This is an optimization exercise on Yosys and OpenROAD, whose aim is small area, a short achievable clock period and few clock cycles, not a production implementation.
In this exercise RTL edits were held to simulation tests only and were not proved equivalent to the original.

== run 1 ==
==> flow/design.v <==
module qd_core (
    input  wire        clk,
    input  wire        rst,             
    input  wire        req_valid,
    output wire        req_ready,
    input  wire [31:0] req_value,
    input  wire [31:0] req_cursor,
    input  wire [31:0] req_capacity,
    output wire        wr_valid,
    output wire [31:0] wr_addr,
    output wire [15:0] wr_data,
    output wire [1:0]  wr_be,
    output wire        rsp_valid,
    output wire [31:0] rsp_cursor,
    output wire [3:0]  rsp_len,
    output wire        rsp_status
);
    function [3:0] stp;
        input [3:0] x;
        begin
            stp[3] = (x[0] & x[2]) | (x[1] & x[2]);
            stp[2] = (~x[0] & ~x[1] & x[2]) | (x[0] & x[3]);
            stp[1] = (x[1] & ~x[2]) | (~x[0] & ~x[1] & x[2]) | (x[0] & x[1]) | (x[3]);
            stp[0] = (x[0] & ~x[2]) | (~x[0] & x[2]) | (x[3]);
        end
    endfunction
    function [3:0] dec;
        input [3:0] x;
        begin
            dec[3] = (x[0] & x[1] & x[3]);
            dec[2] = (x[2] & ~x[3]) | (~x[0] & x[3]) | (~x[1] & x[3]);
            dec[1] = (~x[0] & x[1]) | (x[1] & ~x[2] & ~x[3]) | (x[0] & ~x[1] & x[3]);
            dec[0] = (x[0] & ~x[2] & ~x[3]) | (~x[0] & x[3]) | (x[2] & x[3]);
        end
    endfunction
    function [11:0] dec8;
        input [7:0] b;
        reg   [11:0] s, t;
        reg   [12:0] ext;
        integer i, d;
        begin
            s = 12'd0;
            for (i = 0; i < 8; i = i + 1) begin
                ext = {s, b[7 - i]};
                for (d = 0; d < 3; d = d + 1)
                    t[4*d +: 4] = stp({s[4*d +: 3], ext[4*d]});
                s = t;
            end
            dec8 = s;
        end
    endfunction
    function [39:0] dd8;
        input [39:0] acc;
        input [7:0]  b;
        reg   [39:0] s, t;
        reg   [40:0] ext;
        integer i, d;
        begin
            s = acc;
            for (i = 0; i < 8; i = i + 1) begin
                ext = {s, b[7 - i]};
                for (d = 0; d < 10; d = d + 1)
                    if (d <= 7 || (d == 8 && i >= 2) || (d == 9 && i >= 5))
                        t[4*d +: 4] = stp({s[4*d +: 3], ext[4*d]});
                    else
                        t[4*d +: 4] = 4'd0;
                t[39] = 1'b0;        
                s = t;
            end
            dd8 = s;
        end
    endfunction
    reg         conv;        
    reg         beat;        
    reg         rsp;         
    reg         ready;       
    reg         st;          
    reg  [1:0]  cnt;         
    reg  [39:0] acc;         
    reg  [2:0]  p;           
    reg         single;      
    reg  [3:0]  len;         
    reg  [31:0] cur;         
    reg         half_ones;   
    function [39:0] flip;
        input [39:0] x;
        integer k;
        begin
            for (k = 0; k < 10; k = k + 1) flip[4*k +: 4] = x[36-4*k +: 4];
        end
    endfunction
    wire        cap_small = (req_capacity[31:4] == 28'd0) && (req_capacity[3:0] < 4'd10);
    wire        nz3     = |req_value[31:24];
    wire        nz2     = |req_value[23:16];
    wire        nz1     = |req_value[15:8];
    wire [1:0]  top     = nz3 ? 2'd3 : nz2 ? 2'd2 : nz1 ? 2'd1 : 2'd0;
    wire [7:0]  topbyte = nz3 ? req_value[31:24] : nz2 ? req_value[23:16] :
                          nz1 ? req_value[15:8]  : req_value[7:0];
    wire [11:0] top_dec = dec8(topbyte);
    wire [23:0] low_bytes = {req_value[23:16] & {8{nz3}},
                             req_value[15:8]  & {8{nz3 | nz2}},
                             req_value[7:0]   & {8{nz3 | nz2 | nz1}}};
    wire        small_ge10  = (req_value[7:0] >= 8'd10);
    wire        small_ge100 = (req_value[7:0] >= 8'd100);
    wire [7:0]  nxt_byte = (cnt == 2'd3) ? acc[23:16] : (cnt == 2'd2) ? acc[15:8] : acc[7:0];
    wire [39:0] acc_dig  = {acc[39:24],
                            acc[23:16] & {8{cnt != 2'd3}},
                            acc[15:8]  & {8{cnt == 2'd1}},
                            acc[7:0]};
    wire [39:0] dig_step = dd8(flip(acc_dig), nxt_byte);
    wire [39:0] acc_dd   = flip(dig_step);
    wire [39:0] acc_step = {acc_dd[39:16],
                            (cnt == 2'd3) ? acc[15:8] : acc_dd[15:8],
                            (cnt != 2'd1) ? acc[7:0]  : acc_dd[7:0]};
    wire        pz4 = |dig_step[39:32];
    wire        pz3 = |dig_step[31:24];
    wire        pz2 = |dig_step[23:16];
    wire        pz1 = |dig_step[15:8];
    wire [2:0]  p_step = pz4 ? 3'd4 : pz3 ? 3'd3 : pz2 ? 3'd2 : pz1 ? 3'd1 : 3'd0;
    wire        odd_step = pz4 ? ~|dig_step[39:36] : pz3 ? ~|dig_step[31:28] :
                           pz2 ? ~|dig_step[23:20] : pz1 ? ~|dig_step[15:12] :
                           ~|dig_step[7:4];
    wire [3:0]  len_step = (pz4 ? 4'd10 : pz3 ? 4'd8 : pz2 ? 4'd6 : pz1 ? 4'd4 : 4'd2)
                           - {3'd0, odd_step};
    wire [39:0] dig = flip(acc);
    reg  [7:0]  pair;
    always @(*) begin
        case (p)
            3'd4:    pair = dig[39:32];
            3'd3:    pair = dig[31:24];
            3'd2:    pair = dig[23:16];
            3'd1:    pair = dig[15:8];
            default: pair = dig[7:0];
        endcase
    end
    wire [1:0]  step_len = beat ? (single ? 2'd1 : 2'd2) : 2'd0;
    wire        inc_c1   = cur[0] & step_len[0];
    wire        inc_h1   = cur[1] ^ step_len[1];
    wire        inc_c2   = (cur[1] & step_len[1]) | (inc_h1 & inc_c1);
    wire [31:0] cur_next;
    assign cur_next[0] = cur[0] ^ step_len[0];
    assign cur_next[1] = inc_h1 ^ inc_c1;
    genvar gi;
    generate
        for (gi = 2; gi < 32; gi = gi + 1) begin : g_inc
            if (gi == 2) begin : g_first
                assign cur_next[gi] = cur[gi] ^ inc_c2;
            end else if (gi <= 18) begin : g_low
                assign cur_next[gi] = cur[gi] ^ (inc_c2 & (&cur[gi-1:2]));
            end else begin : g_high
                assign cur_next[gi] = cur[gi] ^ (inc_c2 & half_ones & (&cur[gi-1:18]));
            end
        end
    endgenerate
    assign req_ready  = ready;
    assign wr_valid   = beat & ~rst;
    assign wr_addr    = cur;
    assign wr_data    = {4'h3, dec(pair[3:0]), 4'h3, dec(single ? pair[3:0] : pair[7:4])};
    assign wr_be      = {~single, 1'b1};
    assign rsp_valid  = rsp & ~rst;
    assign rsp_cursor = cur_next;
    assign rsp_len    = len;
    assign rsp_status = st;
    always @(posedge clk) begin
        if (rst) begin
            conv  <= 1'b0;
            beat  <= 1'b0;
            rsp   <= 1'b0;
            ready <= 1'b1;
        end else if (req_valid && ready) begin
            cur <= req_cursor;
            half_ones <= &req_cursor[17:2];
            if (cap_small) begin
                st    <= 1'b1;
                len   <= 4'd0;
                conv  <= 1'b0;
                beat  <= 1'b0;
                rsp   <= 1'b1;
                ready <= 1'b1;
            end else begin
                st  <= 1'b0;
                cnt <= top;
                acc <= {top_dec[3:0], top_dec[7:4], top_dec[11:8], 4'd0, low_bytes};
                if (top == 2'd0) begin
                    conv   <= 1'b0;
                    beat   <= 1'b1;
                    p      <= {2'd0, small_ge100};
                    single <= ~small_ge10 | small_ge100;
                    len    <= small_ge100 ? 4'd3 : small_ge10 ? 4'd2 : 4'd1;
                    rsp    <= ~small_ge100;
                    ready  <= ~small_ge100;
                end else begin
                    conv  <= 1'b1;
                    beat  <= 1'b0;
                    rsp   <= 1'b0;
                    ready <= 1'b0;
                end
            end
        end else if (conv) begin
            acc <= acc_step;
            cnt <= cnt - 2'd1;
            if (cnt == 2'd1) begin
                conv   <= 1'b0;
                beat   <= 1'b1;
                p      <= p_step;
                single <= odd_step;
                len    <= len_step;
                rsp    <= (p_step == 3'd0);
                ready  <= (p_step == 3'd0);
            end
        end else if (beat) begin
            cur    <= cur_next;
            half_ones <= &cur_next[17:2];
            single <= 1'b0;
            p      <= p - 3'd1;
            rsp    <= (p == 3'd1);
            ready  <= (p[2:1] == 2'd0);
            if (p == 3'd0) beat <= 1'b0;
        end else begin
            rsp   <= 1'b0;
            ready <= 1'b1;
        end
    end
endmodule
Settings: LEC_CHECK=0, ABC_AREA=1, CAP_MARGIN=20, CORE_MARGIN=2, CORE_UTILIZATION=40, SLEW_MARGIN=20; clock period 16.0 ns.
standard.sh (not shown) runs the stock make flow with config.mk's settings and CLKGATE_MAP_FILE= SYNTH_SCRIPT=/design/flow/synth_recipe.tcl, a recipe that flattens the netlist after the stock synthesis.
==> flow/flow/run.sh <==
#!/bin/bash
# Layout flow: the standard synthesis and layout (standard.sh), with two
# changes to how the layout is made:
#  - the port buffers that global placement inserts are buf_1 cells rather
#    than the delay-buffer cells buffer_ports picks on its own;
set -euo pipefail
export BUFFER_PORTS_ARGS="-buffer_cell sky130_fd_sc_hd__buf_1"
export SETUP_SLACK_MARGIN="${QD_SETUP_MARGIN:-8.5}"
bash standard.sh synth > log_synth.txt 2>&1
bash standard.sh floorplan > log_floorplan.txt 2>&1
bash standard.sh place > log_place.txt 2>&1
bash standard.sh cts > log_cts.txt 2>&1
bash standard.sh route > log_route.txt 2>&1
bash standard.sh finish > log_finish.txt 2>&1
Testbench counts of run 1, summed over its fixed seeds: cycles 15,321.
### run 1 -> run 2
-- flow/flow/run.sh --
<<< run 1, line 7
export BUFFER_PORTS_ARGS="-buffer_cell sky130_fd_sc_hd__buf_1"
export SETUP_SLACK_MARGIN="${QD_SETUP_MARGIN:-8.5}"
bash standard.sh synth > log_synth.txt 2>&1
>>> run 2, line 7
export BUFFER_PORTS_ARGS="-buffer_cell sky130_fd_sc_hd__buf_1"
export SETUP_SLACK_MARGIN="${QD_SETUP_MARGIN:-9.0}"
bash standard.sh synth > log_synth.txt 2>&1
Findings:
Run 2: PASS, flow complete, no timing, DRC or antenna violations. On layout overhead on the synthesized area: run 2 sits above run 1. Taking run 1 as the reference, in run 2 length in cells of the worst reg-to-reg path now sits higher; wire length after detailed routing now sits higher; number of setup buffers added after CTS now sits higher; count of placed standard cells in the final layout, fillers left out now sits higher. Compared with run 1, in run 2 register-to-register slack has increased; CTS sink count shows no meaningful change; setup slack saw an increase.
Modified inputs, run 3 compared to run 2
-- flow/flow/run.sh --
<<< run 2, line 7
export BUFFER_PORTS_ARGS="-buffer_cell sky130_fd_sc_hd__buf_1"
export SETUP_SLACK_MARGIN="${QD_SETUP_MARGIN:-9.0}"
bash standard.sh synth > log_synth.txt 2>&1
>>> run 3, line 7
export BUFFER_PORTS_ARGS="-buffer_cell sky130_fd_sc_hd__buf_1"
export SETUP_SLACK_MARGIN="${QD_SETUP_MARGIN:-8.0}"
bash standard.sh synth > log_synth.txt 2>&1
Results
Wire length of the first global-routing pass of run 3 is on par with run 2. Going from run 2 to run 3, non-clock buffer area fraction after layout shrinks by 0.51 points. Relative to run 2, count of buffers not belonging to the clock network in the layout has decreased by 10 in run 3.

## separate check: timing with driven ports
No port has a modelled driver above. Below, the same layouts with a new extraction and two added sets of constraints. Step 1 assumes that a clkbuf_16 drives the clock port and a buf_2 every other input. Step 2 times the ports against the registers' clock, not the clock port: input delays grow and output delays shrink by t, the midpoint of the rising clock arrivals with the driver on. a / b / c = no drivers / after step 1 / after step 2; a / b = the first two.
| run | shift t [ns] | slack for setup (ns) | hold slack, ns | latest minus earliest clock arrival (ns) | cell pins on the clock port's net |
|---|---|---|---|---|---|
| run 1 | 0.389 | 8.843 / 8.801 / 8.594 | 0.584 / 0.584 / 0.584 | 0.009 / 0.009 | 1 |
| run 2 | 0.388 | 9.085 / 9.065 / 8.869 | 0.535 / 0.535 / 0.535 | 0.008 / 0.008 | 1 |
| run 3 | 0.389 | 8.561 / 8.518 / 8.437 | 0.584 / 0.584 / 0.584 | 0.009 / 0.009 | 1 |
After both steps setup and hold are still met in every run listed. The setup slack of run 1, which loses most, moves by -0.042 ns with the drivers and by -0.249 ns with both steps.
